Source: an optimization exercise on an open RTL-to-GDS flow (aim: small area, a short achievable clock period and few clock cycles per item). Production flows keep margins and buffers that such runs may drop. Function was checked by simulation only, so behaviour that the tests miss may differ from the original. Power is estimated from default activity; no workload was simulated.

== v55 ==
## bitcrush_core
module bitcrush_core (
    input  wire        clk,
    input  wire        rst,
    input  wire        cmd_valid,
    output reg         cmd_ready,
    input  wire [31:0] cmd_data,
    output reg         rsp_valid,
    output wire [31:0] rsp_data
);
    localparam [1:0] K_SAMP = 2'd0, K_ACK = 2'd1, K_ILL = 2'd2, K_GET = 2'd3;
    reg         in_v;
    reg  [3:0]  in_op;
    reg         in_rz;        
    reg  [15:0] in_dat;
    reg  [8:0]  drive_r;
    reg  [9:0]  gain_r;
    reg  [4:0]  fm1_r;        
    reg  [15:0] held_s;       
    reg  [15:0] held_m;       
    reg  [4:0]  cnt;
    reg         dirty;        
    reg         dpend;        
    reg  [5:0]  rep_front;
    reg  [6:0]  out_cnt;
    wire [15:0] data    = in_dat;
    wire        dz      = (data == 16'd0);
    wire        is_samp = in_rz && (in_op == 4'h1);
    wire        is_sd   = in_rz && (in_op == 4'h2);
    wire        is_sg   = in_rz && (in_op == 4'h3);
    wire        is_gd   = in_rz && (in_op == 4'h4) && dz;
    wire        is_gg   = in_rz && (in_op == 4'h5) && dz;
    wire        is_nop  = in_rz && (in_op == 4'h0) && dz;
    wire        latch    = (cnt >= fm1_r);
    wire        need_job = is_samp && (latch || dirty);
    wire        need_rec = !is_samp || need_job;
    wire [1:0]  rec_kind = is_samp ? K_SAMP :
                           (is_gd || is_gg) ? K_GET :
                           (is_nop || is_sd || is_sg) ? K_ACK : K_ILL;
    wire [8:0]  drive_new = data[15] ? 9'd0  : (data > 16'd256) ? 9'd256  : data[8:0];
    wire [9:0]  gain_new  = data[15] ? 10'd0 : (data > 16'd512) ? 10'd512 : data[9:0];
    wire [4:0]  fm1_d;
    bitcrush_factor_rom u_from (.drive(drive_r), .fm1(fm1_d));
    wire [15:0] m_cur;
    bitcrush_levels_rom u_rom (.drive(drive_r), .lvl_m(m_cur));
    reg         v1, v2, v3, v5;
    reg  [1:0]  k1, k2, k3;
    reg  [5:0]  p1, p2, p3;
  ...
Size: about 330 flip-flops, roughly 69 I/O pins, about 31000 um^2 of cells after synthesis.
export LEC_CHECK = 0
export ABC_AREA = 1
export CAP_MARGIN = 20
export CORE_MARGIN = 2
export CORE_UTILIZATION = 40
export SLEW_MARGIN = 20
export SYNTH_MEMORY_MAX_BITS = 8192
create_clock -name core_clock -period 12.0 [get_ports {clk}]
standard.sh (not shown) runs the stock make flow with config.mk's settings and CLKGATE_MAP_FILE= SYNTH_SCRIPT=/design/flow/synth_recipe.tcl, a recipe that flattens the netlist after the stock synthesis.
==> flow/flow/run.sh <==
#!/bin/bash
set -euo pipefail
bash standard.sh SETUP_SLACK_MARGIN=6.5 finish > standard.log 2>&1
v55 finished every stage and its layout cleared the timing, design-rule and antenna checks.
Testbench counts of v55, summed over its fixed seeds: cycles 10,149, items 6,288.
Changes in v58 relative to v55:
==> flow/flow/run.sh <==
#!/bin/bash
set -euo pipefail
bash standard.sh SETUP_SLACK_MARGIN=7 finish > standard.log 2>&1
Notes after the runs:
- In the reports for v58 and v55, the smaller register-to-register slack belongs to v55.
- Of v58 and v55, v58 shows the higher overall power after layout, with v55 below it.
- v58 against v55: placed standard-cell area saw little to no change; setup slack after layout saw an increase; routed wirelength normalized by instance count saw an increase; worst hold slack saw little to no change.
The following lists how v12 was set up differently from v58:
- ABC_AREA removed (was 1)
- PLACE_DENSITY newly set to 0.75
- CORE_UTILIZATION changed from 40 to 60
Clock network power share on v12 is down relative to v58. Taking v58 as the reference, in v12 cell count has decreased, global-route wire length before repair has decreased, area of the core region has decreased, compound-cell area share of the yosys netlist has increased, synthesized cell count has decreased. v58 → v12: sequential power shows no meaningful change; effective utilization at floorplan higher; sequential share of layout area lost 0.73 points.

========
== job 1467 ==
Starting RTL as in the previous note.
Settings: LEC_CHECK=0, ABC_AREA=1, CAP_MARGIN=20, CORE_MARGIN=2, CORE_UTILIZATION=40, SLEW_MARGIN=20, SYNTH_MEMORY_MAX_BITS=8192, TNS_END_PERCENT=10; clock period 12.0 ns.
==> flow/flow/run.sh <==
#!/bin/bash
set -euo pipefail
bash standard.sh SETUP_SLACK_MARGIN=8 finish > standard.log 2>&1
Testbench counts of job 1467, summed over its fixed seeds: cycles 10,149, items 6,288.
> inputs changed (job 1467 -> job 6560)
==> flow/flow/run.sh <==
#!/bin/bash
set -euo pipefail
bash standard.sh SETUP_SLACK_MARGIN=7 finish > standard.log 2>&1
--- a/flow/config.mk
+++ b/flow/config.mk
@@ -8 +7,0 @@
-export ABC_AREA = 1
[summary]
Looking at sequential share of layout area, job 6560 sits 1.8 points above job 1467.
Summary of job 6560 over job 1467: fraction of area in multi-input gates higher, global-route usage went down by 4.0 points.
Taking job 1467 as the reference, in job 6560 tightest slew margin relative to the limit now sits lower, total met3 wirelength after detailed routing lost about 15%, synthesized cell count decreased 329, met2 routed wirelength dropped about 15%.
Job 6560 vs job 1467, critical path capture point: r3[8]$_DFFE_PP_ vs r3[6]$_DFFE_PP_
From job 1467 to job 6560 the numbers moved as follows: sequential share of the synthesized area now sits lower; count of cell instances traversed by the critical path decreased 12.
Job 6560 does worse than job 1467 on upper clock frequency limit.
Setup changes, job 6560 to job 5176
--- a/flow/config.mk
+++ b/flow/config.mk
@@ -10,0 +11 @@
+export CTS_BUF_LIST = sky130_fd_sc_hd__clkbuf_4 sky130_fd_sc_hd__clkbuf_8
@@ -13 +13,0 @@
-export TNS_END_PERCENT = 10
## What came out
Per the comparison of job 5176 with job 6560, critical path depth saw an increase; hold slack now sits higher; setup slack +0.0038 ns.
As far as global-route usage is concerned, job 6560 and job 5176 perform about the same.
Here is what was changed in the inputs of job 907 compared with job 5176.
--- a/flow/config.mk
+++ b/flow/config.mk
@@ -7,0 +8 @@
+export ABC_AREA = 1
@@ -11 +11,0 @@
-export CTS_BUF_LIST = sky130_fd_sc_hd__clkbuf_4 sky130_fd_sc_hd__clkbuf_8
@@ -13,0 +14 @@
+export TNS_END_PERCENT = 10
==> comparison <==
- Job 907 ended with every stage complete and zero timing, DRC or antenna violations.
- Diff job 5176 -> job 907: count of instances resized after the clock tree is built fell by about 70%, least setup slack across all paths after layout rose by 0.75 ns, proportion of total power due to net switching rose by 4.3 points.
- Worst setup path startpoint: r3[2]$_DFFE_PP_ -> job 907, t3[0]$_DFFE_PN_ -> job 5176

-- what the ideal ports hide --
In the flow no input, the clock included, has a driving cell. The finished layouts below were timed again as built, in two steps.
Step 1 (the two cells are an assumption about what drives the block):
set clk [get_ports {clk}]
set_driving_cell -lib_cell sky130_fd_sc_hd__clkbuf_16 $clk
set_driving_cell -lib_cell sky130_fd_sc_hd__buf_2 [delete_from_list [all_inputs] $clk]
Step 2, shift: input delay + t, output delay - t, t = (earliest + latest rising clock arrival at the registers) / 2. This alone moves slack from input paths to output paths.
Slacks: ideal / step 1 / step 2; pairs: ideal / step 1.
run | t (ns) | slack for setup (ns) | worst setup path at the end | clock arrival spread, ns | slew at the worst register clock pin (ns)
v55 | 0.645 | 6.795 / 6.795 / 6.795 | register to register | 0.059 / 0.059 | 0.06 / 0.06
v58 | 0.645 | 7.191 / 7.191 / 6.996 | input to register | 0.056 / 0.055 | 0.06 / 0.06
v12 | 0.635 | 6.479 / 6.479 / 6.479 | register to register | 0.034 / 0.034 | 0.07 / 0.07
job 1467 | 0.647 | 7.516 / 7.516 / 7.062 | input to register | 0.031 / 0.031 | 0.07 / 0.07
job 6560 | 0.625 | 6.416 / 6.416 / 6.416 | register to register | 0.027 / 0.028 | 0.06 / 0.06
job 5176 | 0.732 | 6.420 / 6.420 / 6.420 | register to register | 0.054 / 0.054 | 0.07 / 0.07
job 907 | 0.647 | 7.166 / 7.166 / 6.993 | input to register | 0.055 / 0.055 | 0.06 / 0.06
After both steps every run listed still meets setup and hold. The setup slack of job 1467, which loses most, moves by 0.000 ns with the drivers and by -0.454 ns with both steps.
